Source: an optimization exercise on an open RTL-to-GDS flow (aim: small area, a short achievable clock period and few clock cycles per item). Production flows keep margins and buffers that such runs may drop.
In this exercise RTL edits were held to simulation tests only and were not proved equivalent to the original.

==> flow/design.v <==
module plc_crc32_word (
    input  wire [31:0] x,
    input  wire [31:0] d,
    output wire [31:0] y
);
    wire t64 = x[2] ^ x[7];
    wire t65 = x[0] ^ x[22];
    wire t66 = x[3] ^ x[21];
    wire t67 = x[1] ^ x[23];
    wire t68 = x[4] ^ t65;
    wire t69 = x[15] ^ x[31];
    wire t70 = x[24] ^ x[29];
    wire t71 = x[6] ^ x[9];
    wire t72 = x[5] ^ x[8];
    wire t73 = x[11] ^ x[25];
    wire t74 = x[10] ^ x[26];
    wire t75 = x[19] ^ x[27];
    wire t76 = x[12] ^ x[28];
    wire t77 = x[14] ^ x[30];
    wire t78 = x[17] ^ t70;
    wire t79 = x[20] ^ t64;
    wire t80 = x[13] ^ x[18];
    wire t81 = x[4] ^ x[24];
    wire t82 = x[5] ^ t69;
    wire t83 = x[16] ^ x[23];
    wire t84 = x[7] ^ t77;
    wire t85 = x[27] ^ t72;
    wire t86 = x[31] ^ t75;
    wire t87 = x[0] ^ t66;
    wire t88 = x[16] ^ t68;
    wire t89 = t67 ^ t74;
    wire t90 = t64 ^ t66;
    wire t91 = t73 ^ t76;
    wire t92 = x[26] ^ t80;
    wire t93 = x[30] ^ t92;
    wire t94 = x[22] ^ t75;
    wire t95 = x[3] ^ x[6];
    wire t96 = x[3] ^ x[18];
    wire t97 = x[11] ^ t81;
    wire t98 = t71 ^ t73;
    wire t99 = x[25] ^ t78;
    wire t100 = t65 ^ t82;
    wire t101 = x[28] ^ t71;
    wire t102 = x[9] ^ x[14];
    wire t103 = x[2] ^ x[20];
    wire t104 = x[10] ^ t72;
    wire t105 = t64 ^ t102;
    wire t106 = t77 ^ t78;
    wire t107 = t76 ^ t83;
    wire t108 = t71 ^ t87;
    wire t109 = x[13] ^ t91;
    wire t110 = t80 ^ t84;
    wire t111 = t88 ^ t95;
    wire t112 = x[17] ^ t68;
    wire t113 = t74 ^ t90;
    wire t114 = x[27] ^ x[30];
    wire t115 = x[15] ^ t94;
    wire t116 = t83 ^ t101;
    wire t117 = t89 ^ t98;
    wire t118 = x[3] ^ x[29];
    wire t119 = x[8] ^ t93;
    wire t120 = x[10] ^ x[13];
    wire t121 = x[12] ^ x[18];
    wire t122 = t78 ^ t103;
    wire t123 = x[29] ^ t86;
    wire t124 = t79 ^ t97;
    wire t125 = x[19] ^ t69;
    wire t126 = x[7] ^ x[16];
    wire t127 = x[21] ^ t68;
    wire t128 = x[2] ^ t96;
    wire t129 = t67 ^ t79;
    wire t130 = x[5] ^ t105;
    wire t131 = x[1] ^ x[25];
    wire t132 = x[8] ^ x[26];
    wire t133 = d[0] ^ t132;
    wire t134 = t133 ^ t129;
    wire t135 = t111 ^ t134;
    wire t136 = x[9] ^ x[17];
    wire t137 = d[1] ^ t67;
    wire t138 = t81 ^ t136;
    wire t139 = t85 ^ t90;
    wire t140 = t137 ^ t138;
    wire t141 = t139 ^ t140;
    wire t142 = x[24] ^ x[25];
    wire t143 = d[2] ^ t142;
    wire t144 = t68 ^ t101;
    wire t145 = t104 ^ t128;
    wire t146 = t143 ^ t144;
    wire t147 = t145 ^ t146;
    wire t148 = x[4] ^ x[5];
    wire t149 = x[7] ^ x[19];
    wire t150 = d[3] ^ t118;
    wire t151 = t148 ^ t149;
    wire t152 = t150 ^ t151;
    wire t153 = t117 ^ t152;
    wire t154 = x[6] ^ x[12];
    wire t155 = x[30] ^ d[4];
    wire t156 = t74 ^ t154;
    wire t157 = t155 ^ t85;
    wire t158 = t156 ^ t124;
    wire t159 = t157 ^ t158;
    wire t160 = x[7] ^ x[31];
    wire t161 = d[5] ^ t160;
    wire t162 = t85 ^ t161;
    wire t163 = t108 ^ t109;
    wire t164 = t162 ^ t163;
    wire t165 = x[0] ^ d[6];
    wire t166 = t102 ^ t103;
    wire t167 = t118 ^ t120;
    wire t168 = t165 ^ t107;
    wire t169 = t166 ^ t167;
    wire t170 = t168 ^ t169;
    wire t171 = x[1] ^ x[4];
    wire t172 = x[11] ^ x[15];
    wire t173 = d[7] ^ t66;
    wire t174 = t120 ^ t171;
    wire t175 = t172 ^ t173;
    wire t176 = t174 ^ t106;
    wire t177 = t175 ^ t176;
    wire t178 = x[2] ^ d[8];
    wire t179 = t73 ^ t77;
    wire t180 = t121 ^ t178;
    wire t181 = t82 ^ t179;
    wire t182 = t180 ^ t88;
    wire t183 = t181 ^ t182;
    wire t184 = x[12] ^ x[13];
    wire t185 = d[9] ^ t72;
    wire t186 = t184 ^ t79;
    wire t187 = t125 ^ t185;
    wire t188 = t112 ^ t186;
    wire t189 = t187 ^ t188;
    wire t190 = d[10] ^ t92;
    wire t191 = t127 ^ t130;
    wire t192 = t190 ^ t191;
    wire t193 = x[14] ^ d[11];
    wire t194 = t67 ^ t95;
    wire t195 = t193 ^ t104;
    wire t196 = t194 ^ t115;
    wire t197 = t195 ^ t196;
    wire t198 = x[15] ^ d[12];
    wire t199 = t198 ^ t116;
    wire t200 = t124 ^ t199;
    wire t201 = x[12] ^ d[13];
    wire t202 = t126 ^ t201;
    wire t203 = t87 ^ t104;
    wire t204 = t202 ^ t99;
    wire t205 = t203 ^ t204;
    wire t206 = x[1] ^ d[14];
    wire t207 = t206 ^ t98;
    wire t208 = t112 ^ t207;
    wire t209 = t119 ^ t208;
    wire t210 = d[15] ^ t121;
    wire t211 = t86 ^ t89;
    wire t212 = t210 ^ t130;
    wire t213 = t211 ^ t212;
    wire t214 = x[13] ^ x[28];
    wire t215 = d[16] ^ t126;
    wire t216 = t214 ^ t89;
    wire t217 = t97 ^ t215;
    wire t218 = t115 ^ t216;
    wire t219 = t217 ^ t218;
    wire t220 = x[14] ^ d[17];
    wire t221 = t83 ^ t220;
    wire t222 = t85 ^ t91;
    wire t223 = t221 ^ t122;
    wire t224 = t222 ^ t223;
    wire t225 = x[15] ^ d[18];
    wire t226 = t76 ^ t225;
    wire t227 = t226 ^ t93;
    wire t228 = t99 ^ t108;
    wire t229 = t227 ^ t228;
    wire t230 = d[19] ^ t74;
    wire t231 = t131 ^ t230;
    wire t232 = t88 ^ t110;
    wire t233 = t123 ^ t231;
    wire t234 = t232 ^ t233;
    wire t235 = x[11] ^ x[17];
    wire t236 = x[28] ^ d[20];
    wire t237 = t75 ^ t235;
    wire t238 = t236 ^ t82;
    wire t239 = t84 ^ t237;
    wire t240 = t238 ^ t239;
    wire t241 = t111 ^ t240;
    wire t242 = x[17] ^ x[26];
    wire t243 = x[29] ^ d[21];
    wire t244 = t76 ^ t242;
    wire t245 = t243 ^ t128;
    wire t246 = t244 ^ t100;
    wire t247 = t245 ^ t246;
    wire t248 = x[29] ^ d[22];
    wire t249 = t248 ^ t79;
    wire t250 = t94 ^ t249;
    wire t251 = t119 ^ t250;
    wire t252 = x[8] ^ x[9];
    wire t253 = x[20] ^ x[23];
    wire t254 = x[28] ^ d[23];
    wire t255 = t77 ^ t252;
    wire t256 = t253 ^ t254;
    wire t257 = t86 ^ t87;
    wire t258 = t255 ^ t256;
    wire t259 = t257 ^ t258;
    wire t260 = x[8] ^ d[24];
    wire t261 = t69 ^ t70;
    wire t262 = t260 ^ t261;
    wire t263 = t113 ^ t116;
    wire t264 = t262 ^ t263;
    wire t265 = d[25] ^ t114;
    wire t266 = t265 ^ t117;
    wire t267 = t122 ^ t266;
    wire t268 = x[18] ^ x[24];
    wire t269 = x[31] ^ d[26];
    wire t270 = t114 ^ t268;
    wire t271 = t269 ^ t91;
    wire t272 = t270 ^ t113;
    wire t273 = t271 ^ t272;
    wire t274 = x[0] ^ x[6];
    wire t275 = x[16] ^ d[27];
    wire t276 = t274 ^ t275;
    wire t277 = t276 ^ t109;
    wire t278 = t123 ^ t129;
    wire t279 = t277 ^ t278;
    wire t280 = x[6] ^ x[13];
    wire t281 = d[28] ^ t280;
    wire t282 = t107 ^ t281;
    wire t283 = t106 ^ t127;
    wire t284 = t282 ^ t283;
    wire t285 = d[29] ^ t67;
    wire t286 = t285 ^ t99;
    wire t287 = t100 ^ t110;
    wire t288 = t286 ^ t287;
    wire t289 = x[20] ^ x[22];
    wire t290 = x[25] ^ d[30];
    wire t291 = t81 ^ t96;
    wire t292 = t289 ^ t290;
    wire t293 = t84 ^ t125;
    wire t294 = t291 ^ t292;
    wire t295 = t293 ^ t294;
    wire t296 = x[6] ^ x[19];
    wire t297 = d[31] ^ t131;
    wire t298 = t296 ^ t90;
    wire t299 = t297 ^ t100;
    wire t300 = t298 ^ t299;
    assign y[0] = t135;
    assign y[1] = t141;
    assign y[2] = t147;
    assign y[3] = t153;
    assign y[4] = t159;
    assign y[5] = t164;
    assign y[6] = t170;
    assign y[7] = t177;
    assign y[8] = t183;
    assign y[9] = t189;
    assign y[10] = t192;
    assign y[11] = t197;
    assign y[12] = t200;
    assign y[13] = t205;
    assign y[14] = t209;
    assign y[15] = t213;
    assign y[16] = t219;
    assign y[17] = t224;
    assign y[18] = t229;
    assign y[19] = t234;
    assign y[20] = t241;
    assign y[21] = t247;
    assign y[22] = t251;
    assign y[23] = t259;
    assign y[24] = t264;
    assign y[25] = t267;
    assign y[26] = t273;
    assign y[27] = t279;
    assign y[28] = t284;
    assign y[29] = t288;
    assign y[30] = t295;
    assign y[31] = t300;
endmodule
module plc_blk_tx (
    input  wire        clk,
    input  wire        rst,
    input  wire        cmd_valid,
    output wire        cmd_ready,
    input  wire [15:0] cmd_ssn,
    input  wire [8:0]  cmd_boff,
    input  wire        cmd_bflag,
    input  wire        cmd_long,
    input  wire        in_valid,
    output wire        in_ready,
    input  wire [31:0] in_data,
    output reg         out_valid,
    input  wire        out_ready,
    output reg  [31:0] out_data,
    output reg         out_last
);
    reg        p_cmd, p_body, p_tail;
    reg        e_cmd, e_body;
    reg [6:0]  cnt;         
    reg [31:0] x;           
    wire [31:0] hdr = {3'b000, 1'b0, cmd_bflag, 1'b0, 1'b1,
                       (cmd_bflag ? cmd_boff : 9'd0), cmd_ssn};
    wire r_free = !out_valid || out_ready;
    assign cmd_ready = e_cmd || (p_cmd && out_ready);
    assign in_ready  = e_body || (p_body && out_ready);
    wire cmd_fire = cmd_valid && cmd_ready;
    wire in_fire  = in_valid && in_ready;
    wire acc      = cmd_fire || in_fire;
    wire tail_go  = p_tail && r_free;
    wire last     = in_fire && (cnt == 7'd0);
    wire [31:0] acc_word = p_body ? in_data : hdr;
    wire [31:0] crc_d = p_body ? in_data : (p_tail ? 32'hFFFFFFFF : ~hdr);
    wire [31:0] y;          
    plc_crc32_word u_crc (.x(x), .d(crc_d), .y(y));
    wire p_cmd_n  = cmd_fire ? 1'b0 : (p_cmd || tail_go);
    wire p_body_n = cmd_fire ? 1'b1 : (p_body && !last);
    wire p_tail_n = last ? 1'b1 : (p_tail && !tail_go);
    wire out_valid_n = r_free ? (acc || p_tail) : out_valid;
    always @(posedge clk) begin
        if (rst) begin
            p_cmd     <= 1'b1;
            p_body    <= 1'b0;
            p_tail    <= 1'b0;
            e_cmd     <= 1'b1;
            e_body    <= 1'b0;
            cnt       <= 7'd0;
            out_valid <= 1'b0;
            out_last  <= 1'b0;
        end else begin
            p_cmd     <= p_cmd_n;
            p_body    <= p_body_n;
            p_tail    <= p_tail_n;
            e_cmd     <= p_cmd_n && !out_valid_n;
            e_body    <= p_body_n && !out_valid_n;
            out_valid <= out_valid_n;
            if (cmd_fire)
                cnt <= cmd_long ? 7'd127 : 7'd31;
            else if (in_fire)
                cnt <= cnt - 7'd1;
            if (r_free)
                out_last <= p_tail;
        end
    end
    always @(posedge clk) begin
        if (rst || tail_go)
            x <= 32'd0;
        else if (acc)
            x <= y;
    end
    always @(posedge clk) begin
        if (r_free)
            out_data <= p_tail ? y : acc_word;
    end
endmodule
module plc_blk_rx (
    input  wire        clk,
    input  wire        rst,
    input  wire        in_valid,
    output wire        in_ready,
    input  wire [31:0] in_data,
    input  wire        in_long,
    output reg         res_valid,
    input  wire        res_ready,
    output reg         res_ok,
    output reg         res_fmterr,
    output reg  [31:0] res_hdr
);
    localparam [31:0] K = 32'hDEBB20E3;   
    reg        hdr_ph;      
    reg [7:0]  cnt;         
    reg [31:0] x;           
    reg        blong;
    reg        hraw;        
    reg        hcp;         
    reg        chk_d;       
    reg        in_rdy;      
    reg        in_rdy_rr;   
    assign in_ready = in_rdy || (in_rdy_rr && res_ready);
    wire fire     = in_valid && in_ready;
    wire hdr_fire = fire && hdr_ph;
    wire chk_fire = fire && !hdr_ph && (cnt == 8'd0);
    wire slot_free = !res_valid || res_ready;
    wire copy      = hcp && slot_free;
    wire hdr_ph_n    = hdr_fire ? 1'b0 : (chk_fire ? 1'b1 : hdr_ph);
    wire [7:0] cnt_n = hdr_fire ? (in_long ? 8'd128 : 8'd32) :
                       (fire ? cnt - 8'd1 : cnt);
    wire hcp_n       = hdr_fire || (hcp && !slot_free);
    wire res_valid_n = chk_d || (res_valid && !res_ready);
    wire [31:0] w = in_data ^ (hraw ? K : 32'd0);
    wire [31:0] xm = x & {32{!hdr_ph}};
    wire [31:0] y;
    plc_crc32_word u_crc (.x(xm), .d(w), .y(y));
    always @(posedge clk) begin
        if (fire)
            x <= y;
        if (copy)
            res_hdr <= x;
    end
    always @(posedge clk) begin
        if (rst) begin
            hdr_ph     <= 1'b1;
            cnt        <= 8'd0;
            blong      <= 1'b0;
            hraw       <= 1'b0;
            hcp        <= 1'b0;
            chk_d      <= 1'b0;
            in_rdy     <= 1'b1;
            in_rdy_rr  <= 1'b0;
            res_valid  <= 1'b0;
            res_ok     <= 1'b0;
            res_fmterr <= 1'b0;
        end else begin
            hdr_ph    <= hdr_ph_n;
            cnt       <= cnt_n;
            hcp       <= hcp_n;
            chk_d     <= chk_fire;
            res_valid <= res_valid_n;
            if (fire)
                hraw <= hdr_ph;
            in_rdy    <= !(hcp_n && res_valid_n) &&
                         !((res_valid_n || chk_fire) && !hdr_ph_n && cnt_n == 8'd0);
            in_rdy_rr <= hcp_n && res_valid_n;
            if (hdr_fire)
                blong <= in_long;
            if (chk_d) begin
                res_ok     <= &x;
                res_fmterr <= res_hdr[27] && !blong &&
                              (res_hdr[24] || res_hdr[23]);
            end
        end
    end
endmodule
module plc_blk_codec (
    input  wire        clk,
    input  wire        rst,
    input  wire        tx_cmd_valid,
    output wire        tx_cmd_ready,
    input  wire [15:0] tx_cmd_ssn,
    input  wire [8:0]  tx_cmd_boff,
    input  wire        tx_cmd_bflag,
    input  wire        tx_cmd_long,
    input  wire        tx_in_valid,
    output wire        tx_in_ready,
    input  wire [31:0] tx_in_data,
    output wire        tx_out_valid,
    input  wire        tx_out_ready,
    output wire [31:0] tx_out_data,
    output wire        tx_out_last,
    input  wire        rx_in_valid,
    output wire        rx_in_ready,
    input  wire [31:0] rx_in_data,
    input  wire        rx_in_long,
    output wire        rx_res_valid,
    input  wire        rx_res_ready,
    output wire        rx_res_ok,
    output wire        rx_res_fmterr,
    output wire [31:0] rx_res_hdr
);
    plc_blk_tx u_tx (
        .clk(clk), .rst(rst),
        .cmd_valid(tx_cmd_valid), .cmd_ready(tx_cmd_ready),
        .cmd_ssn(tx_cmd_ssn), .cmd_boff(tx_cmd_boff),
        .cmd_bflag(tx_cmd_bflag), .cmd_long(tx_cmd_long),
        .in_valid(tx_in_valid), .in_ready(tx_in_ready), .in_data(tx_in_data),
        .out_valid(tx_out_valid), .out_ready(tx_out_ready),
        .out_data(tx_out_data), .out_last(tx_out_last)
    );
    plc_blk_rx u_rx (
        .clk(clk), .rst(rst),
        .in_valid(rx_in_valid), .in_ready(rx_in_ready),
        .in_data(rx_in_data), .in_long(rx_in_long),
        .res_valid(rx_res_valid), .res_ready(rx_res_ready),
        .res_ok(rx_res_ok), .res_fmterr(rx_res_fmterr), .res_hdr(rx_res_hdr)
    );
endmodule
==> flow/flow/run.sh <==
#!/bin/bash
# Standard ORFS layout with a few extra ORFS settings passed to make.
set -euo pipefail
# keep three-input XOR cells out of the mapping: two-input XORs are smaller
# and faster for the CRC networks
echo 'export DONT_USE_CELLS = sky130_fd_sc_hd__xor3_1 sky130_fd_sc_hd__xor3_2 sky130_fd_sc_hd__xor3_4 sky130_fd_sc_hd__xnor3_1 sky130_fd_sc_hd__xnor3_2 sky130_fd_sc_hd__xnor3_4' >> config.mk
bash standard.sh BUFFER_PORTS_ARGS=-buffer_cell\ sky130_fd_sc_hd__buf_1 finish > standard.log 2>&1
==> flow/standard.sh <==
#!/bin/bash
# synth_recipe.tcl (not shown) runs the flow's synth.tcl, then flattens the netlist and writes it again
# the make line also repeats each setting of config.mk as NAME=value (left out here)
make -C /OpenROAD-flow-scripts/flow DESIGN_CONFIG=/design/flow/config.mk WORK_HOME=/design/flow/orfs CLKGATE_MAP_FILE= SYNTH_SCRIPT=/design/flow/synth_recipe.tcl "${@:-finish}"
==> flow/config.mk <==
export PLATFORM = sky130hd
export DESIGN_NAME = plc_blk_codec
export DESIGN_NICKNAME = plc_blk_codec
export VERILOG_FILES = /design/flow/design.v
export SDC_FILE = /design/flow/constraint.sdc
export NUM_CORES = 4
export LEC_CHECK = 0
export CAP_MARGIN = 20
export CORE_MARGIN = 2
export CORE_UTILIZATION = 50
export CTS_BUF_LIST = sky130_fd_sc_hd__clkbuf_4 sky130_fd_sc_hd__clkbuf_8
export CTS_CLUSTER_SIZE = 20
export PLACE_DENSITY = 0.7
export SETUP_SLACK_MARGIN = 2.45
export SLEW_MARGIN = 20
export DONT_USE_CELLS = sky130_fd_sc_hd__xor3_1 sky130_fd_sc_hd__xor3_2 sky130_fd_sc_hd__xor3_4 sky130_fd_sc_hd__xnor3_1 sky130_fd_sc_hd__xnor3_2 sky130_fd_sc_hd__xnor3_4
==> flow/constraint.sdc <==
create_clock -name core_clock -period 5.0 [get_ports {clk}]
set_input_delay 1.0000 -clock core_clock [delete_from_list [all_inputs] [get_ports {clk}]]
set_output_delay 1.0000 -clock core_clock [all_outputs]
set_load 0.01 [all_outputs]
==> results.cfg, run 1 <==
[clock_tree]
clkLatencyLatePin_ns = 0.47
hold_buffers = 0
cts_tree = built
cts_buffers = 17
clockRootBuffer = clkbuf_8
clockBufferDepth = 2
cts.clk_slew.worst_paths_ns = 0.09
htree_levels = 4
clock_sinks = 160

[finish]
nets = 1377
areaGrowthSynthToFinish_pct = 9.76
drive_above_1_share_pct = 6.91
final_area_um2 = 12500
diodes = 0

[timing]
post-route-period-util_pct = 49.2
grt_setup_unrepaired = no
setup_viol = 0
hold_viol_final = 0
fmax_mhz = 407
setup_slack_ns = 2.54
finalCriticalPeriod_ns = 2.46
slew_headroom_pct = 47.1
slew_viol_final = 0
worst_pin_slew_ns = 0.792
skew_ns = 0.0178
fin_setup_tns_ns = 0

[die]
core_area_um2 = 22500
die_area_um2 = 23900
die_y_um = 155
pin_count = 171
initial_core_util_pct = 50.5
die_w_um = 155
row_count = 55

[synthesis]
syn_inst = 1166
async_reset_ff_share_pct = 0
synthDistinctLibCells = 56
synth_top_area_cell = xnor2_1
ys_top_cells_by_area = xnor2_1, edfxtp_1, dfxtp_1, xor2_1, nor2_1
syn_avg_cell_area_um2 = 9.75
yosysSeqAreaShare_pct = 36.6
ys_ff_latch = 160
synth_top_area_share_pct = 31.0
synth_edf_count = 96
ys_warn_count = 2
synth_ff_type = edfxtp_1
synth_area_um2 = 11400

[placed_design]
post_dp_cell_area_um2 = 12000
gp_congestion = 0.943
hpwl_mm = 21.8
place_ws_ns = 1.56
portBuffers = 170

[status]
outcome = timing/DRC/antenna clean

[hold_path]
min_path_type = register to register
hp-start = u_rx.blong$_SDFFE_PP0N_

[routing]
drt_iter0_markers = 822
drc = 0
via_count = 8434
firstDrtPassIters = 5
vias_per_cell = 5.36
final_antenna_net_count = 0
wl_per_cell_um = 18.8
wirelength_mm = 29.5

[global_routing]
antenna_found_initial = 0
grt_pass1_wl_mm = 46.0
grt_usage_pct = 25.1
grt_pass1_vias = 8117
grt_max_degree = 59
overflow = 0

[run]
maxCapViolations = 0

[worst_setup_path]
cp.arrival_ns = 1.46
cp.required_ns = 4.00
crit_path_end_kind = primary output
start_kind = input port
critPathLaunch = tx_out_ready
critPathKind = input port to primary output
path_max_fanout = 3
rr_startpoint = u_tx.x[7]$_SDFFE_PP0P_
==> registers in the layout, summed over array words and instances, names as in the netlist, 7 cells and up <==
signal	count
u_rx.res_hdr	32
u_tx.out_data	32
u_tx.cnt	7
u_rx.cnt	8
u_rx.x	32
u_tx.x	32
==> worst paths after layout <==
| check | end | slack [ns] | cells past startpoint |
|---|---|---|---|
| setup / recovery | tx_in_ready | 2.54 | 3 |
| hold / removal | u_rx.blong$_SDFFE_PP0N_ | 0.47 | 2 |
| setup reg to reg | u_tx.out_data[1]$_DFFE_PN_ | 2.54 | 6 |
| hold reg to reg | u_rx.blong$_SDFFE_PP0N_ | 0.47 | 2 |
==> per-layer routing <==
| layer | track usage [%] | up-vias | part of all wire [%] |
|---|---|---|---|
| li1 | - | 4011 | - |
| met4 | 9.83 | 0 | 3.3 |
| met2 | 40.1 | 395 | 46 |
| met3 | 4.17 | 78 | 7.0 |
| met5 | 0 | - | 0 |
| met1 | 34.3 | 3950 | 44 |
==> Yosys cell counts (8+ instances only) <==
| cell type | count |
|---|---|
| nor2b_1 | 14 |
| a21oi_1 | 48 |
| mux2i_1 | 15 |
| nand2_1 | 89 |
| o21ai_0 | 47 |
| edfxtp_1 | 96 |
| clkbuf_1 | 29 |
| xor2_1 | 65 |
| a22oi_1 | 10 |
| a2bb2oi_1 | 13 |
| xnor2_2 | 16 |
| inv_1 | 8 |
| buf_2 | 42 |
| dfxtp_1 | 64 |
| xnor2_1 | 402 |
| nor2_1 | 101 |
==> layout make-up <==
| cell class | instances | area (um2) |
|---|---|---|
| fillers | 2061 | 10000 |
| inverters | 10 | 56.3 |
| well taps | 285 | 357 |
| repair buffers | 178 | 702 |
| clock buffers | 20 | 263 |
| repair inverters | 1 | 5.00 |
| flip-flops and latches | 160 | 4170 |
| multi-input cells | 907 | 6740 |
| clock inverters | 12 | 184 |
==> placed cells by master, fill, tap and decap left out, types with 3 or more instances in the layout <==
| cell type | Yosys | layout |
|---|---|---|
| nand2_1 | 89 | 88 |
| a2bb2oi_1 | 13 | 13 |
| xnor2_1 | 402 | 400 |
| a22oi_1 | 10 | 10 |
| edfxtp_1 | 96 | 96 |
| a211oi_1 | 4 | 4 |
| a31oi_1 | 3 | 3 |
| xnor2_4 | 5 | 5 |
| xor2_1 | 65 | 65 |
| clkinv_4 | 0 | 5 |
| nor3_1 | 7 | 7 |
| xnor2_2 | 16 | 18 |
| nand4_1 | 7 | 7 |
| nor2_2 | 4 | 6 |
| bufinv_16 | 0 | 4 |
| inv_1 | 8 | 7 |
| buf_4 | 7 | 7 |
| ha_1 | 3 | 3 |
| clkbuf_8 | 3 | 18 |
| nand3_1 | 6 | 6 |
| a21o_1 | 4 | 4 |
| nand2b_1 | 7 | 7 |
| a21oi_1 | 48 | 47 |
| nor2b_1 | 14 | 12 |
| o21ai_0 | 47 | 47 |
| mux2i_1 | 15 | 15 |
| a22o_1 | 4 | 4 |
| nor4_1 | 3 | 3 |
| buf_1 | 6 | 170 |
| nor2_1 | 101 | 99 |
| dfxtp_1 | 64 | 61 |
==> worst max-delay path, stage by stage <==
cell and delay (ns):
buf_1 0.13, a21o_1 0.17, buf_1 0.16
==> through the flow <==
stage / util [%] / hold WS [ns] / std cells
2_1_floorplan: - / 0.421 / 1166
3_3_place_gp: 53.2 / 0.450 / 1538
3_5_place_dp: 53.2 / 0.451 / 1538
4_1_cts: 55.3 / 0.465 / 1573
5_1_grt: 55.4 / 0.495 / 1573
6_report: 55.4 / 0.466 / 1573
==> cell families after synthesis <==
family,Yosys count,share of synthesized area (%)
AO/OA/AOI/OAI,148,7.87
XOR/XNOR,490,39.8
adder cells (fa/ha/maj),3,0.330
buffers and inverters,99,4.36
flip-flops,160,36.6
multiplexers,15,1.32
AND/OR/NAND/NOR,251,9.69
==> what timing repair did <==
action                                  in CTS  in global routing
buffers inserted                             2                  0
gates cloned                                 1                  0
gates resized for setup                      6                  4
pin swaps                                    0                  0
endpoints found under the setup margin      69                 10
Testbench counts, summed over its fixed seeds: cycles 5,579, items 96.
==> run 2, diff against run 1 <==
--- a/flow/config.mk
+++ b/flow/config.mk
@@ -13,3 +13,3 @@
 export PLACE_DENSITY = 0.7
-export SETUP_SLACK_MARGIN = 2.45
+export SETUP_SLACK_MARGIN = 2.8
 export SLEW_MARGIN = 20
==> results.cfg, run 2 <==
[die]
die_y_um = 155
pin_count = 171
initial_core_util_pct = 50.5
die_area_um2 = 23900
core_area_um2 = 22500
die_w_um = 155
row_count = 55

[worst_setup_path]
path_max_fanout = 2
critPathBufInv = 2
cp.required_ns = 4.00
rr_startpoint = u_rx.x[29]$_DFFE_PN_
critPathLaunch = rx_res_ready
crit_path_end_kind = primary output
critPathKind = input port to primary output
cpMaxStageDelayCell = a21o_1
crit_family = buffers and inverters
crit_chain = buf_1 -> a21o_1 -> buf_2
cp.arrival_ns = 1.40
start_kind = input port
slowest_delay_ns = 0.17

[placed_design]
place_ws_ns = 1.58
portBuffers = 170
hpwl_mm = 21.7
gp_congestion = 0.951

[clock_tree]
cts_buffers = 17
clkLatencyLatePin_ns = 0.46
cts.clk_slew.worst_paths_ns = 0.09
clockRootBuffer = clkbuf_8
clock_sinks = 160
hold_buffers = 0
htree_levels = 4
clockBufferDepth = 2
cts_tree = built

[status]
outcome = timing/DRC/antenna clean

[timing]
post-route-period-util_pct = 48.0
slew_viol_final = 0
skew_ns = 0.0163
hold_viol_final = 0
worst_pin_slew_ns = 0.936
setup_viol = 0
finalCriticalPeriod_ns = 2.40
fmax_mhz = 417
slew_headroom_pct = 37.5
fin_setup_tns_ns = 0
setup_slack_ns = 2.60
grt_setup_unrepaired = yes

[global_routing]
overflow = 0
grt_max_degree = 41
grt_pass1_vias = 8272
antenna_found_initial = 0
grt_pass1_wl_mm = 45.9
grt_usage_pct = 25.1

[synthesis]
synth_top_area_cell = xnor2_1
synth_ff_type = edfxtp_1
ys_top_cells_by_area = xnor2_1, edfxtp_1, dfxtp_1, xor2_1, nor2_1
synthDistinctLibCells = 56
syn_inst = 1166
async_reset_ff_share_pct = 0
synth_edf_count = 96
ys_warn_count = 2
syn_avg_cell_area_um2 = 9.75
ys_ff_latch = 160
synth_top_area_share_pct = 31.0
synth_area_um2 = 11400
yosysSeqAreaShare_pct = 36.6
yosysMostFrequentCell = xnor2_1
synth_common_cells = xnor2_1, nor2_1, edfxtp_1, nand2_1, xor2_1

[routing]
via_count = 8698
wl_per_cell_um = 18.9
met3_length_mm = 2.42
vias_per_cell = 5.32
wl_met2_mm = 14.3
final_antenna_net_count = 0
drt_iter0_markers = 806
met1_length_mm = 13.5
wirelength_mm = 30.9
drc = 0
firstDrtPassIters = 5
topRoutingLayerUsed = met4

[finish]
areaGrowthSynthToFinish_pct = 18.0
nets = 1438
diodes = 0
final_common_cell = xnor2_1
layout_common_cells = xnor2_1, buf_1, nor2_1, edfxtp_1, nand2_1
drive_above_1_share_pct = 16.5

[hold_path]
min_path_type = register to register
hp-start = u_rx.res_ok$_SDFFE_PP0P_

[run]
maxCapViolations = 0
## run 2: worst paths after layout
kind | to | slack (ns) | cells past startpoint
worst max-delay path | rx_in_ready | 2.60 | 3
worst min-delay path | u_rx.res_ok$_SDFFE_PP0P_ | 0.47 | 2
worst max register to register | u_rx.x[29]$_DFFE_PN_ | 2.78 | 6
worst min register to register | u_rx.res_ok$_SDFFE_PP0P_ | 0.47 | 2
## run 2: repair_timing
item,4_1_cts,5_1_grt
resized for setup,41,52
pin swaps,2,3
setup endpoints to repair,93,95
buffers inserted,15,46
gates cloned,1,0
## run 2: per-layer routing
| metal | up-vias | track usage [%] |
|---|---|---|
| li1 | 4147 | - |
| met1 | 4131 | 34.0 |
| met2 | 360 | 40.3 |
| met3 | 60 | 5.97 |
| met4 | 0 | 6.61 |
| met5 | - | 0 |
## run 2: worst reg2reg max path: stages, from the launching register on
cell	delay (ns)
edfxtp_1	0.61
xnor2_1	0.39
xor2_1	0.29
nor2_4	0.13
xnor2_2	0.28
xnor2_1	0.14
xnor2_1	0.14
## run 2: cells by family (layout without fill, tap and decap cells)
logic type                 Yosys count  count (layout)  synth area share [%]
AOI/OAI and AO/OA                  148             148                  7.87
and+or+nand+nor                    251             251                  9.69
DFF                                160             160                  36.6
adders and majority gates            3               3                 0.330
buffers and inverters               99             282                  4.36
xor gates and xnor gates           490             490                  39.8
muxes                               15              15                  1.32
## run 2: layout make-up
cell class	count	area (um2)
timing repair inverter	1	7.51
sequential	160	4190
fill	1940	9090
multi-input combinational	907	7220
inverter	10	61.3
tap	285	357
clock inverter	14	136
clock buffer	18	241
timing repair buffer	239	1200
## run 2: metrics by stage
stage               hold slack [ns]  instance area (um2)  utilization (%)  instances
finish                        0.465                13400             59.6       1634
global route                  0.487                13400             59.6       1634
CTS                           0.473                12800             56.7       1588
detailed placement            0.458                12100             53.6       1540
global placement              0.449                12100             53.6       1540
floorplan                     0.421                11500                -       1166
==> run 3, diff against run 2 <==
--- a/flow/config.mk
+++ b/flow/config.mk
@@ -9,7 +9,7 @@
 export CORE_MARGIN = 2
-export CORE_UTILIZATION = 50
+export CORE_UTILIZATION = 60
 export CTS_BUF_LIST = sky130_fd_sc_hd__clkbuf_4 sky130_fd_sc_hd__clkbuf_8
 export CTS_CLUSTER_SIZE = 20
-export PLACE_DENSITY = 0.7
-export SETUP_SLACK_MARGIN = 2.8
+export PLACE_DENSITY = 0.75
+export SETUP_SLACK_MARGIN = 2.65
 export SLEW_MARGIN = 20
==> results.cfg, run 3 <==
[status]
outcome = timing/DRC/antenna clean

[worst_setup_path]
endpoint = rx_in_ready
critPathLaunch = rx_res_ready
cp.required_ns = 4.00
start_kind = input port
crit_family = buffers and inverters
cp.arrival_ns = 1.41
critPathBufInv = 2
critPathKind = input port to primary output
slowest_delay_ns = 0.18
cpMaxStageDelayCell = a21o_1
ff2ff_setup_slack_ns = 2.70
crit_path_end_kind = primary output
crit_chain = buf_6 -> a21o_1 -> buf_2
worst_r2r_endpoint = u_rx.x[0]$_DFFE_PN_
rr_startpoint = u_rx.x[6]$_DFFE_PN_
reg2regPathDepth = 6
path_max_fanout = 2
path_depth = 3

[global_routing]
grt_pass1_vias = 8341
overflow = 0
grt_max_degree = 41
grt_pass1_wl_mm = 45.1
antenna_found_initial = 0
grt_usage_pct = 29.3

[timing]
post-route-period-util_pct = 48.2
fmax_mhz = 415
slew_headroom_pct = 38.3
slew_viol_final = 0
skew_ns = 0.0156
worst_pin_slew_ns = 0.920
fin_setup_tns_ns = 0
whs_ns = 0.477
finalCriticalPeriod_ns = 2.41
grt_setup_unrepaired = yes
hold_viol_final = 0
setup_viol = 0

[synthesis]
syn_inst = 1166
synth_edf_count = 96
synth_top_area_share_pct = 31.0
yosysMostFrequentCell = xnor2_1
synth_ff_type = edfxtp_1
synth_common_cells = xnor2_1, nor2_1, edfxtp_1, nand2_1, xor2_1
synth_area_um2 = 11400
ys_warn_count = 2
ys_top_cells_by_area = xnor2_1, edfxtp_1, dfxtp_1, xor2_1, nor2_1
yosysSeqAreaShare_pct = 36.6
syn_avg_cell_area_um2 = 9.75
synth_top_area_cell = xnor2_1
synthDistinctLibCells = 56
async_reset_ff_share_pct = 0
ys_ff_latch = 160

[clock_tree]
clockRootBuffer = clkbuf_8
clockBufferDepth = 2
clock_sinks = 160
htree_levels = 4
cts.clk_slew.worst_paths_ns = 0.08
cts_buffers = 17
clkLatencyLatePin_ns = 0.48
cts_tree = built

[finish]
final_common_cell = xnor2_1
areaGrowthSynthToFinish_pct = 11.2
layout_common_cells = xnor2_1, buf_1, nor2_1, edfxtp_1, nand2_1
fillers = 1477
nets = 1393
diodes = 0
fin_cells = 1538
drive_above_1_share_pct = 9.97
final_area_um2 = 12600

[die]
die_w_um = 142
pin_count = 171
die_area_um2 = 20100
initial_core_util_pct = 61.0
die_y_um = 142
core_area_um2 = 18600
row_count = 50

[routing]
firstDrtPassIters = 5
wirelength_mm = 29.6
final_antenna_net_count = 0
vias_per_cell = 5.65
wl_per_cell_um = 19.3
drc = 0
via_count = 8683
drt_iter0_markers = 818

[run]
maxCapViolations = 0

[placed_design]
dp.cells = 1487
gp_congestion = 0.977
portBuffers = 170
post_dp_cell_area_um2 = 11900
hpwl_mm = 21.5

[hold_path]
min_path_type = register to register
[run 3: cell types whose count changed in the layout (fill, tap and decap cells not counted), sizes merged]
cell	delta
buf	-45
clkbuf	+6
clkinvlp	-2
inv	-2
bufinv	-1
clkinv	-1
[run 3: worst register-to-register path: stages (launching register included)]
cell and delay, ns:
edfxtp_1 0.62, xnor2_1 0.58, xnor2_1 0.21, nor2_1 0.23, xnor2_1 0.12, xnor2_1 0.15
xnor2_1 0.14
[run 3: layout make-up]
cell class | count | area, um2 | area share, %
Multi-Input combinational cell | 907 | 6860 | 54.3
Clock buffer | 24 | 305 | 2.42
Timing Repair inverter | 1 | 5.00 | 0.0396
Inverter | 10 | 58.8 | 0.465
Clock inverter | 8 | 80.1 | 0.634
Tap cell | 234 | 293 | 2.32
Timing Repair Buffer | 194 | 861 | 6.81
Sequential cell | 160 | 4180 | 33.1
[run 3: kinds of logic after synthesis]
logic type / synth area share, %
flops: 36.6
fa+ha+maj: 0.330
buf+inv: 4.36
compound gates: 7.87
xor+xnor: 39.8
mux: 1.32
simple gates: 9.69
[run 3: what timing repair did]
item | CTS | global route
pin swaps | 2 | 1
cloned | 1 | 0
setup buffers | 6 | 12
hold endpoints to repair | 0 | 0
resized for setup | 22 | 19
hold buffers | 0 | 0
endpoints found under the setup margin | 83 | 45
[run 3: how the worst min path moves through the flow]
| stage | to | cells past startpoint | start |
|---|---|---|---|
| floorplan | u_rx.res_hdr[12]$_DFFE_PP_ | 0 | u_rx.x[12]$_DFFE_PN_ |
| global route | u_tx.out_last$_SDFFE_PP0N_ | 2 | u_tx.out_last$_SDFFE_PP0N_ |
| CTS | u_rx.blong$_SDFFE_PP0N_ | 2 | u_rx.blong$_SDFFE_PP0N_ |
| global placement | u_rx.blong$_SDFFE_PP0N_ | 2 | u_rx.blong$_SDFFE_PP0N_ |
| finish | u_rx.blong$_SDFFE_PP0N_ | 2 | u_rx.blong$_SDFFE_PP0N_ |
| detailed placement | u_rx.blong$_SDFFE_PP0N_ | 2 | u_rx.blong$_SDFFE_PP0N_ |
[run 3: through the flow]
step	util [%]	setup WS (ns)
2_1_floorplan	-	2.54
3_3_place_gp	63.9	1.84
3_5_place_dp	63.9	1.76
4_1_cts	66.7	2.61
5_1_grt	67.8	2.58
6_report	67.8	2.59
[run 3: per-layer routing]
metal | GRT usage (%) | share of wire [%]
met1 | 39.5 | 42
met2 | 47.3 | 46
met3 | 4.49 | 7.8
met4 | 12.3 | 3.8
met5 | 0 | 0
==> run 4, diff against run 3 <==
--- a/flow/flow/run.sh
+++ b/flow/flow/run.sh
@@ -6,2 +6,2 @@
 echo 'export DONT_USE_CELLS = sky130_fd_sc_hd__xor3_1 sky130_fd_sc_hd__xor3_2 sky130_fd_sc_hd__xor3_4 sky130_fd_sc_hd__xnor3_1 sky130_fd_sc_hd__xnor3_2 sky130_fd_sc_hd__xnor3_4' >> config.mk
-bash standard.sh BUFFER_PORTS_ARGS=-buffer_cell\ sky130_fd_sc_hd__buf_1 finish > standard.log 2>&1
+bash standard.sh BUFFER_PORTS_ARGS=-buffer_cell\ sky130_fd_sc_hd__buf_1 RECOVER_POWER=100 finish > standard.log 2>&1
--- a/flow/config.mk
+++ b/flow/config.mk
@@ -9,6 +9,6 @@
 export CORE_MARGIN = 2
-export CORE_UTILIZATION = 60
+export CORE_UTILIZATION = 50
 export CTS_BUF_LIST = sky130_fd_sc_hd__clkbuf_4 sky130_fd_sc_hd__clkbuf_8
 export CTS_CLUSTER_SIZE = 20
-export PLACE_DENSITY = 0.75
+export PLACE_DENSITY = 0.7
 export SETUP_SLACK_MARGIN = 2.65
==> results.cfg, run 4 <==
[status]
outcome = finished with violations
so_faults = max-capacitance violations, max-slew violations

[synthesis]
synth_top_area_cell = xnor2_1
ys_ff_latch = 160
synth_edf_count = 96
synthSimpleGateAreaFrac_pct = 9.69
syn_avg_cell_area_um2 = 9.75
synth_area_um2 = 11400
syn_inst = 1166
yosysSeqAreaShare_pct = 36.6
muxShareOfSynthArea_pct = 1.32
async_reset_ff_share_pct = 0
synth_compound_area_share_pct = 7.87
synth_ff_type = edfxtp_1
synthDistinctLibCells = 56
ys_top_cells_by_area = xnor2_1, edfxtp_1, dfxtp_1, xor2_1, nor2_1
ys_warn_count = 2
synth_top_area_share_pct = 31.0
yosys.area_share.xor_xnor_pct = 39.8
synth_top_family_by_area = XOR/XNOR gates
yosysMostFrequentCell = xnor2_1
synth_common_cells = xnor2_1, nor2_1, edfxtp_1, nand2_1, xor2_1
synth-adder-area-share_pct = 0.330

[global_routing]
grt_max_degree = 48
grt_pass1_vias = 8090
antenna_found_initial = 0
grt_pass1_wl_mm = 45.6
grt_usage_pct = 24.7
overflow = 0

[routing]
drc = 0
via_count = 8381
firstDrtPassIters = 5
drt_iter0_markers = 684
wl_per_cell_um = 18.5
wirelength_mm = 29.2
vias_per_cell = 5.30
final_antenna_net_count = 0

[worst_setup_path]
path_max_fanout = 24
rr_startpoint = u_tx.p_body$_SDFF_PP0_
crit_top_cell = xnor2_1
cpMaxStageDelayCell = clkbuf_1
worst_r2r_endpoint = u_tx.out_data[26]$_DFFE_PN_
crit_chain = clkbuf_1 -> nand2b_1 -> xnor2_1 -> xnor2_1 -> xnor2_1 -> xnor2_1 -> a22o_1
cp.required_ns = 5.22
slowest_delay_ns = 1.21
critPathLaunch = u_tx.p_body$_SDFF_PP0_
path_depth = 7
critPathBufInv = 1
crit_family = buffers and inverters
critPathKind = register to register
start_kind = register
cp.arrival_ns = 3.65
ff2ff_setup_slack_ns = 1.57
crit_path_end_kind = register
reg2regPathDepth = 7

[placed_design]
gp_congestion = 0.963
post_dp_cell_area_um2 = 12000
portBuffers = 170
hpwl_mm = 21.4
place_ws_ns = 1.73

[timing]
finalCriticalPeriod_ns = 3.43
post-route-period-util_pct = 68.6
worst_pin_slew_ns = 1.82
slew_headroom_pct = -21.5
slew_viol_final = 58
setup_viol = 0
setup_slack_ns = 1.57
fmax_mhz = 292
skew_ns = 0.0216
fin_setup_tns_ns = 0
grt_setup_unrepaired = yes
hold_viol_final = 0

[finish]
final_common_cell = xnor2_1
final_area_um2 = 12400
layout_common_cells = xnor2_1, buf_1, nor2_1, edfxtp_1, nand2_1
nets = 1384
areaGrowthSynthToFinish_pct = 9.39
drive_above_1_share_pct = 6.64
fillers = 2027
diodes = 0

[hold_path]
min_to = u_rx.blong$_SDFFE_PP0N_
hp-start = u_rx.blong$_SDFFE_PP0N_
whs_path_depth = 2
min_path_type = register to register

[clock_tree]
clockBufferDepth = 2
cts.clk_slew.worst_paths_ns = 0.09
clock_sinks = 160
cts_tree = built
clkLatencyLatePin_ns = 0.47
htree_levels = 4
cts_buffers = 17
clockRootBuffer = clkbuf_8

[die]
die_area_um2 = 23900
initial_core_util_pct = 50.5
row_count = 55
die_w_um = 155
die_y_um = 155
core_area_um2 = 22500
pin_count = 171

[run]
maxCapViolations = 2
[run 4: layout make-up]
type | instances | area (um2) | share of cell area (%)
Clock buffer | 20 | 263 | 2.11
Inverter | 10 | 45.0 | 0.362
Sequential cell | 160 | 4170 | 33.5
Timing Repair Buffer | 185 | 752 | 6.05
Tap cell | 285 | 357 | 2.87
Timing Repair inverter | 1 | 5.00 | 0.0403
Multi-Input combinational cell | 907 | 6760 | 54.3
Clock inverter | 12 | 83.8 | 0.674
[run 4: per-stage QoR]
step	utilization [%]	hold slack, ns	std cells
after floorplan	-	0.421	1166
after global placement	53.2	0.456	1538
after detailed placement	53.2	0.452	1538
after CTS	55.2	0.466	1571
after global routing	55.2	0.516	1580
final	55.2	0.467	1580
[run 4: worst max path at each step]
| stage | end | slack (ns) |
|---|---|---|
| final | u_tx.out_data[26]$_DFFE_PN_ | 1.57 |
| after global routing | u_tx.x[26]$_SDFFE_PP0P_ | 1.32 |
| after CTS | tx_in_ready | 2.56 |
| after detailed placement | u_tx.e_cmd$_SDFF_PP1_ | 1.73 |
| after global placement | u_tx.e_cmd$_SDFF_PP1_ | 1.81 |
| after floorplan | u_tx.x[13]$_SDFFE_PP0P_ | 2.54 |
[run 4: logic make-up (layout without fill, tap and decap cells)]
family / count (synthesis) / after routing
flip-flops: 160 / 160
AO/OA/AOI/OAI: 148 / 148
AND/OR/NAND/NOR: 251 / 251
multiplexers: 15 / 15
buffers and inverters: 99 / 228
XOR/XNOR: 490 / 490
adder cells (fa/ha/maj): 3 / 3
[run 4: repair_timing]
action,in CTS,in global routing
pin swaps,0,2
gates cloned,1,0
gates resized for setup,20,20
hold buffers,0,0
endpoints found under the setup margin,83,48
buffers inserted,0,9
[run 4: worst register-to-register path: cells and delay by family, from the launching register on]
| kind | cells | cell delay (ns) |
|---|---|---|
| AOI/OAI and AO/OA | 1 | 0.23 |
| DFF | 1 | 0.74 |
| buffers and inverters | 1 | 1.22 |
| and+or+nand+nor | 1 | 0.26 |
| xor gates and xnor gates | 4 | 0.75 |
[run 4: metal layers]
metal  up-vias  wire, um  GRT usage, %
li1       4037         -             -
met1      3939     12900          33.8
met2       346     13300          39.6
met3        59      2170          4.62
met4         0       740          8.02
met5         -         0             0
==> run 5, diff against run 4 <==
--- a/flow/flow/run.sh
+++ b/flow/flow/run.sh
@@ -6,2 +6,2 @@
 echo 'export DONT_USE_CELLS = sky130_fd_sc_hd__xor3_1 sky130_fd_sc_hd__xor3_2 sky130_fd_sc_hd__xor3_4 sky130_fd_sc_hd__xnor3_1 sky130_fd_sc_hd__xnor3_2 sky130_fd_sc_hd__xnor3_4' >> config.mk
-bash standard.sh BUFFER_PORTS_ARGS=-buffer_cell\ sky130_fd_sc_hd__buf_1 RECOVER_POWER=100 finish > standard.log 2>&1
+bash standard.sh BUFFER_PORTS_ARGS=-buffer_cell\ sky130_fd_sc_hd__buf_1 REMOVE_ABC_BUFFERS=1 finish > standard.log 2>&1
==> results.cfg, run 5 <==
[global_routing]
antenna_found_initial = 0
overflow = 0
grt_pass1_wl_mm = 46.7
busiest_layer = met2
met1_usage_pct = 31.9
grt_pass1_vias = 8298
grt_usage_pct = 25.6
grt_use_met3_pct = 3.64
grtUsageMet2_pct = 44.4
grt_max_degree = 58

[timing]
slew_headroom_pct = 52.3
hold_viol_final = 0
fmax_mhz = 418
worst_pin_slew_ns = 0.715
finalCriticalPeriod_ns = 2.39
post-route-period-util_pct = 47.8
slew_viol_final = 0
skew_ns = 0.0165
setup_viol = 0
fin_setup_tns_ns = 0
grt_setup_unrepaired = yes

[finish]
utilization_pct = 56.7
final_common_cell = xnor2_1
drive_above_1_share_pct = 9.89
layout_common_cells = xnor2_1, buf_1, nor2_1, edfxtp_1, nand2_1
fin_cells = 1590
nets = 1394
areaGrowthSynthToFinish_pct = 12.2
diodes = 0

[die]
initial_core_util_pct = 50.5
row_count = 55
core_area_um2 = 22500
die_w_um = 155
pin_count = 171
die_area_um2 = 23900
die_y_um = 155

[synthesis]
ys_warn_count = 2
synthDistinctLibCells = 56
ys_ff_latch = 160
yosysMostFrequentCell = xnor2_1
yosysSeqAreaShare_pct = 36.6
synth_area_um2 = 11400
synth_top_area_cell = xnor2_1
synth_top_area_share_pct = 31.0
syn_avg_cell_area_um2 = 9.75
synth_ff_type = edfxtp_1
syn_inst = 1166
synth_edf_count = 96
async_reset_ff_share_pct = 0
ys_top_cells_by_area = xnor2_1, edfxtp_1, dfxtp_1, xor2_1, nor2_1
synth_common_cells = xnor2_1, nor2_1, edfxtp_1, nand2_1, xor2_1

[routing]
wl_per_cell_um = 19.1
final_antenna_net_count = 0
drc = 0
firstDrtPassIters = 5
drt_iter0_markers = 693
vias_per_cell = 5.35
wirelength_mm = 30.4
via_count = 8504

[run]
maxCapViolations = 0

[placed_design]
portBuffers = 170
gp_congestion = 0.966
dp.cells = 1543
hpwl_mm = 22.1

[worst_setup_path]
ff2ff_setup_slack_ns = 2.64
critPathKind = input port to primary output
reg2regPathDepth = 6
crit_path_end_kind = primary output
endpoint = tx_in_ready
worst_r2r_endpoint = u_tx.out_data[18]$_DFFE_PN_
path_max_fanout = 3
cp.required_ns = 4.00
critPathLaunch = tx_out_ready
cp.arrival_ns = 1.39
rr_startpoint = u_tx.x[29]$_SDFFE_PP0P_
start_kind = input port

[clock_tree]
clockRootBuffer = clkbuf_8
cts.clk_slew.worst_paths_ns = 0.09
cts_buffers = 17
cts_tree = built
htree_levels = 4
clkLatencyLatePin_ns = 0.49
clockBufferDepth = 2
clock_sinks = 160
hold_buffers = 0

[hold_path]
min_path_type = register to register

[status]
outcome = timing/DRC/antenna clean
-- run 5: cell counts after synthesis --
Identical to the previous run, type by type.
-- run 5: critical path, cell delays in order --
cell and delay [ns]:
buf_6 0.10, a21o_1 0.16, buf_2 0.14
-- run 5: final cells by class --
cell class | count | area, um2
repair buffers | 196 | 916
clock buffers | 17 | 234
inverters | 10 | 45.0
well taps | 285 | 357
multi-input cells | 907 | 6870
fillers | 1997 | 9750
clock inverters | 15 | 150
flip-flops and latches | 160 | 4180
-- run 5: worst min path at each step --
stage / cells after the start / to / from
after floorplan: 2 / u_rx.blong$_SDFFE_PP0N_ / u_rx.blong$_SDFFE_PP0N_
after global placement: 2 / u_rx.blong$_SDFFE_PP0N_ / u_rx.blong$_SDFFE_PP0N_
after detailed placement: 2 / u_rx.blong$_SDFFE_PP0N_ / u_rx.blong$_SDFFE_PP0N_
after CTS: 2 / u_rx.blong$_SDFFE_PP0N_ / u_rx.blong$_SDFFE_PP0N_
after global routing: 2 / u_rx.blong$_SDFFE_PP0N_ / u_rx.blong$_SDFFE_PP0N_
final: 2 / u_rx.blong$_SDFFE_PP0N_ / u_rx.blong$_SDFFE_PP0N_
-- run 5: routing by layer --
metal  vias to the layer above  wire (um)  share of wire, %
met4                         0       1060               3.5
met1                      4061      12400                41
met5                         -          0                 0
met3                        69       1600               5.3
met2                       321      15300                50
li1                       4053          -                 -
-- run 5: cell families after synthesis --
kind of cell / count (synthesis) / share of synthesized area [%]
compound gates: 148 / 7.87
xor+xnor: 490 / 39.8
fa+ha+maj: 3 / 0.330
buf+inv: 99 / 4.36
flops: 160 / 36.6
mux: 15 / 1.32
simple gates: 251 / 9.69
-- run 5: through the flow --
stage / instance area, um2 / worst slack [ns] / hold slack, ns
after CTS: 12500 / 2.59 / 0.480
after global routing: 12800 / 2.53 / 0.499
after floorplan: 10900 / 1.87 / 0.431
final: 12800 / 2.61 / 0.485
after global placement: 12000 / 1.69 / 0.455
after detailed placement: 12000 / 1.61 / 0.460
-- run 5: what timing repair did --
item | CTS | global route
gates cloned | 1 | 0
pin swaps | 2 | 1
endpoints found under the setup margin | 127 | 52
buffers inserted | 4 | 10
gates resized for setup | 25 | 22
==> run 6, diff against run 5 <==
--- a/flow/flow/run.sh
+++ b/flow/flow/run.sh
@@ -6,2 +6,2 @@
 echo 'export DONT_USE_CELLS = sky130_fd_sc_hd__xor3_1 sky130_fd_sc_hd__xor3_2 sky130_fd_sc_hd__xor3_4 sky130_fd_sc_hd__xnor3_1 sky130_fd_sc_hd__xnor3_2 sky130_fd_sc_hd__xnor3_4' >> config.mk
-bash standard.sh BUFFER_PORTS_ARGS=-buffer_cell\ sky130_fd_sc_hd__buf_1 REMOVE_ABC_BUFFERS=1 finish > standard.log 2>&1
+bash standard.sh BUFFER_PORTS_ARGS=-buffer_cell\ sky130_fd_sc_hd__buf_1 finish > standard.log 2>&1
--- a/flow/config.mk
+++ b/flow/config.mk
@@ -13,3 +13,3 @@
 export PLACE_DENSITY = 0.7
-export SETUP_SLACK_MARGIN = 2.65
+export SETUP_SLACK_MARGIN = 2.58
 export SLEW_MARGIN = 20
==> results.cfg, run 6 <==
[status]
outcome = timing/DRC/antenna clean

[worst_setup_path]
rr_startpoint = u_tx.x[7]$_SDFFE_PP0P_
critPathLaunch = rx_res_ready
cp.arrival_ns = 1.39
ff2ff_setup_slack_ns = 2.61
start_kind = input port
path_max_fanout = 2
endpoint = rx_in_ready
crit_path_end_kind = primary output
critPathKind = input port to primary output
reg2regPathDepth = 6
worst_r2r_endpoint = u_tx.out_data[1]$_DFFE_PN_
cp.required_ns = 4.00

[finish]
ff_latch_area_um2 = 4170
layout_common_cells = xnor2_1, buf_1, nor2_1, edfxtp_1, nand2_1
nets = 1386
areaGrowthSynthToFinish_pct = 11.3
final_common_cell = xnor2_1
drive_above_1_share_pct = 8.48
utilization_pct = 56.2
fillers = 2003
multi_input_area_um2 = 6810
diodes = 0

[routing]
drc = 0
firstDrtPassIters = 5
vias_per_cell = 5.31
final_antenna_net_count = 0
drt_iter0_markers = 718
via_count = 8395
wirelength_mm = 29.6
wl_per_cell_um = 18.7

[timing]
skew_ns = 0.0185
finalCriticalPeriod_ns = 2.39
post-route-period-util_pct = 47.8
slew_viol_final = 0
fin_setup_tns_ns = 0
setup_slack_ns = 2.61
worst_pin_slew_ns = 0.929
hold_viol_final = 0
grt_setup_unrepaired = yes
setup_viol = 0
slew_headroom_pct = 37.7
whs_ns = 0.466
fmax_mhz = 418

[synthesis]
ys_warn_count = 2
ys_ff_latch = 160
synth_ff_type = edfxtp_1
synth_common_cells = xnor2_1, nor2_1, edfxtp_1, nand2_1, xor2_1
synth_edf_count = 96
synth_top_area_cell = xnor2_1
synthDistinctLibCells = 56
synth_area_um2 = 11400
synth_top_area_share_pct = 31.0
ys_top_cells_by_area = xnor2_1, edfxtp_1, dfxtp_1, xor2_1, nor2_1
async_reset_ff_share_pct = 0
syn_inst = 1166
syn_avg_cell_area_um2 = 9.75
yosysMostFrequentCell = xnor2_1
yosysSeqAreaShare_pct = 36.6

[hold_path]
whs_path_depth = 2
min_path_type = register to register

[global_routing]
grt_usage_pct = 24.9
grt_pass1_vias = 8141
antenna_found_initial = 0
grt_pass1_wl_mm = 45.8
grt_max_degree = 47
overflow = 0

[clock_tree]
cts_tree = built
htree_levels = 4
clock_sinks = 160
clkLatencyLatePin_ns = 0.46
cts_buffers = 17
hold_buffers = 0
clockBufferDepth = 2
clockRootBuffer = clkbuf_8
cts.clk_slew.worst_paths_ns = 0.09

[placed_design]
portBuffers = 170
hpwl_mm = 21.4
gp_congestion = 0.943
place_ws_ns = 1.70

[die]
die_w_um = 155
row_count = 55
pin_count = 171
die_y_um = 155
die_area_um2 = 23900
initial_core_util_pct = 50.5
core_area_um2 = 22500

[run]
maxCapViolations = 0
-- run 6: kinds of logic (layout without fill, tap and decap cells) --
logic type	after synthesis	after routing	synth area share [%]
multiplexers	15	15	1.32
flip-flops	160	160	36.6
AO/OA/AOI/OAI	148	148	7.87
adder cells (fa/ha/maj)	3	3	0.330
buffers and inverters	99	230	4.36
AND/OR/NAND/NOR	251	251	9.69
XOR/XNOR	490	490	39.8
-- run 6: metal layers --
metal  up-vias  track usage [%]  part of all wire [%]
met4         0             8.73                   2.5
met1      3962             33.7                    44
li1       4030                -                     -
met3        56             4.34                   7.1
met2       347             40.3                    46
met5         -                0                     0
-- run 6: how the worst min path moves through the flow --
stage	startpoint	end	slack, ns
finish	u_rx.blong$_SDFFE_PP0N_	u_rx.blong$_SDFFE_PP0N_	0.47
global route	u_rx.blong$_SDFFE_PP0N_	u_rx.blong$_SDFFE_PP0N_	0.50
CTS	u_rx.blong$_SDFFE_PP0N_	u_rx.blong$_SDFFE_PP0N_	0.47
detailed placement	u_rx.blong$_SDFFE_PP0N_	u_rx.blong$_SDFFE_PP0N_	0.45
global placement	u_rx.blong$_SDFFE_PP0N_	u_rx.blong$_SDFFE_PP0N_	0.45
floorplan	u_rx.x[12]$_DFFE_PN_	u_rx.res_hdr[12]$_DFFE_PP_	0.42
-- run 6: cell type report --
type / instances / share of cell area [%]
Clock buffer: 22 / 2.15
Clock inverter: 10 / 1.46
Inverter: 10 / 0.445
Multi-Input combinational cell: 907 / 53.9
Sequential cell: 160 / 33.0
Tap cell: 285 / 2.82
Timing Repair Buffer: 187 / 6.25
Timing Repair inverter: 1 / 0.0396
-- run 6: timing repair --
action / in CTS / in global routing
endpoints found under the setup margin: 73 / 28
setup buffers: 1 / 10
endpoints found under the hold margin: 0 / 0
resized for setup: 11 / 14
pin swaps: 1 / 0
cloned: 1 / 0
-- run 6: critical path, stage by stage --
cell	delay, ns
buf_1	0.09
a21o_1	0.14
buf_1	0.15
-- run 6: stage by stage --
step / std cells / area, um2
after CTS: 1572 / 12500
after detailed placement: 1538 / 12000
final: 1582 / 12700
after floorplan: 1166 / 11400
after global routing: 1582 / 12700
after global placement: 1538 / 12000
==> run 7, diff against run 6 <==
--- a/flow/config.mk
+++ b/flow/config.mk
@@ -13,3 +13,3 @@
 export PLACE_DENSITY = 0.7
-export SETUP_SLACK_MARGIN = 2.58
+export SETUP_SLACK_MARGIN = 2.65
 export SLEW_MARGIN = 20
==> results.cfg, run 7 <==
[status]
outcome = timing/DRC/antenna clean

[clock_tree]
clockRootBuffer = clkbuf_8
htree_levels = 4
cts_buffers = 17
clkLatencyLatePin_ns = 0.47
cts_tree = built
hold_buffers = 0
clock_sinks = 160
cts.clk_slew.worst_paths_ns = 0.09
clockBufferDepth = 2

[routing]
drt_iter0_markers = 732
wirelength_mm = 29.3
wl_per_cell_um = 18.5
vias_per_cell = 5.37
final_antenna_net_count = 0
via_count = 8478
drc = 0
firstDrtPassIters = 5

[synthesis]
synth_area_um2 = 11400
synthDistinctLibCells = 56
ys_top_cells_by_area = xnor2_1, edfxtp_1, dfxtp_1, xor2_1, nor2_1
yosysSeqAreaShare_pct = 36.6
ys_warn_count = 2
synth_top_area_cell = xnor2_1
synth_ff_type = edfxtp_1
syn_inst = 1166
yosysMostFrequentCell = xnor2_1
async_reset_ff_share_pct = 0
synth_common_cells = xnor2_1, nor2_1, edfxtp_1, nand2_1, xor2_1
syn_avg_cell_area_um2 = 9.75
ys_ff_latch = 160
synth_edf_count = 96
synth_top_area_share_pct = 31.0

[timing]
finalCriticalPeriod_ns = 2.41
skew_ns = 0.0204
slew_viol_final = 0
slew_headroom_pct = 41.5
post-route-period-util_pct = 48.2
fin_setup_tns_ns = 0
hold_viol_final = 0
fmax_mhz = 415
worst_pin_slew_ns = 0.872
grt_setup_unrepaired = yes
setup_viol = 0

[worst_setup_path]
crit_chain = buf_8 -> a21o_1 -> buf_2
cp.required_ns = 4.00
path_max_fanout = 3
crit_path_end_kind = primary output
slowest_delay_ns = 0.17
critPathKind = input port to primary output
start_kind = input port
cp.arrival_ns = 1.41
cpMaxStageDelayCell = a21o_1
reg2regPathDepth = 7

[finish]
multi_input_area_um2 = 6900
ff_latch_area_um2 = 4170
final_common_cell = xnor2_1
utilization_pct = 56.1
diodes = 0
areaGrowthSynthToFinish_pct = 11.0
nets = 1384
fillers = 1991
drive_above_1_share_pct = 9.03
final_area_um2 = 12600
layout_common_cells = xnor2_1, buf_1, nor2_1, edfxtp_1, nand2_1

[die]
die_y_um = 155
row_count = 55
initial_core_util_pct = 50.5
die_w_um = 155
die_area_um2 = 23900
core_area_um2 = 22500
pin_count = 171

[global_routing]
grt_pass1_vias = 8090
overflow = 0
antenna_found_initial = 0
grt_usage_pct = 24.7
grt_pass1_wl_mm = 45.6
grt_max_degree = 48
grtUsageMet2_pct = 39.6
busiest_layer = met2
met1_usage_pct = 33.8
grt_use_met3_pct = 4.62

[hold_path]
whs_path_depth = 2
min_path_type = register to register

[placed_design]
portBuffers = 170
hpwl_mm = 21.4
gp_congestion = 0.963
post_dp_cell_area_um2 = 12000

[run]
maxCapViolations = 0
==> run 7: final timing paths <==
path / slack (ns) / startpoint / to
hold reg to reg: 0.47 / u_rx.blong$_SDFFE_PP0N_ / u_rx.blong$_SDFFE_PP0N_
hold / removal: 0.47 / u_rx.blong$_SDFFE_PP0N_ / u_rx.blong$_SDFFE_PP0N_
setup reg to reg: 2.66 / u_tx.x[6]$_SDFFE_PP0P_ / u_tx.out_data[24]$_DFFE_PN_
setup / recovery: 2.59 / tx_out_ready / tx_in_ready
==> run 7: through the flow <==
stage / setup slack, ns / hold slack (ns) / instances
finish: 2.59 / 0.467 / 1580
global route: 2.57 / 0.516 / 1580
CTS: 2.56 / 0.466 / 1571
detailed placement: 1.73 / 0.452 / 1538
global placement: 1.81 / 0.456 / 1538
floorplan: 2.54 / 0.421 / 1166
==> run 7: routing by layer <==
metal / vias to the layer above / routed length [um]
met5: - / 0
met4: 0 / 740
met3: 66 / 2270
met2: 379 / 13500
met1: 3986 / 12800
li1: 4047 / -
==> run 7: area by class of cell <==
type | instances | share of cell area, %
multi-input cells | 907 | 54.7
flip-flops and latches | 160 | 33.1
repair buffers | 185 | 6.23
well taps | 285 | 2.83
clock buffers | 20 | 2.08
clock inverters | 12 | 0.665
inverters | 10 | 0.387
repair inverters | 1 | 0.0397
==> run 7: timing repair <==
| action | 4_1_cts | 5_1_grt |
|---|---|---|
| pin swaps | 0 | 2 |
| gates cloned | 1 | 0 |
| endpoints found under the setup margin | 83 | 48 |
| setup buffers | 0 | 9 |
| gates resized for setup | 20 | 20 |
==> run 7: cells by family (layout without fill, tap and decap cells) <==
| kind of cell | count (synthesis) | after routing | synth area share (%) |
|---|---|---|---|
| xor gates and xnor gates | 490 | 490 | 39.8 |
| muxes | 15 | 15 | 1.32 |
| adders and majority gates | 3 | 3 | 0.330 |
| DFF | 160 | 160 | 36.6 |
| buffers and inverters | 99 | 228 | 4.36 |
| and+or+nand+nor | 251 | 251 | 9.69 |
| AOI/OAI and AO/OA | 148 | 148 | 7.87 |
==> run 7: critical path, delay by kind of cell <==
| kind | cells | cell delay (ns) |
|---|---|---|
| buffers and inverters | 2 | 0.24 |
| AOI/OAI and AO/OA | 1 | 0.17 |

[what the ideal ports hide]
The flow's constraints put no driver on any port. The routed layouts listed below were extracted and timed again, unchanged, in two steps.
Step 1 sets driving cells, clkbuf_16 on the clock port and buf_2 on the other inputs (assumed; they add their load-dependent delay and slew).
Step 2 also shifts input and output timing later by t, the mid clock arrival at the registers, as if the neighbouring blocks saw the same clock.
a / b / c = ideal / step 1 / step 2; a / b = the first two.
run | shift t [ns] | setup WS [ns] | worst data-port slew with drivers (ns)
run 1 | 0.498 | 2.541 / 2.519 / 2.159 | 0.04
run 2 | 0.496 | 2.602 / 2.561 / 2.336 | 0.07
run 3 | 0.507 | 2.590 / 2.559 / 2.168 | 0.05
run 4 | 0.503 | 1.572 / 1.572 / 1.572 | 0.06
run 5 | 0.527 | 2.609 / 2.575 / 2.234 | 0.08
run 6 | 0.490 | 2.608 / 2.580 / 2.295 | 0.04
run 7 | 0.504 | 2.592 / 2.554 / 2.276 | 0.05
The setup slack of run 3, which loses most, moves by -0.031 ns with the drivers and by -0.422 ns with both steps.
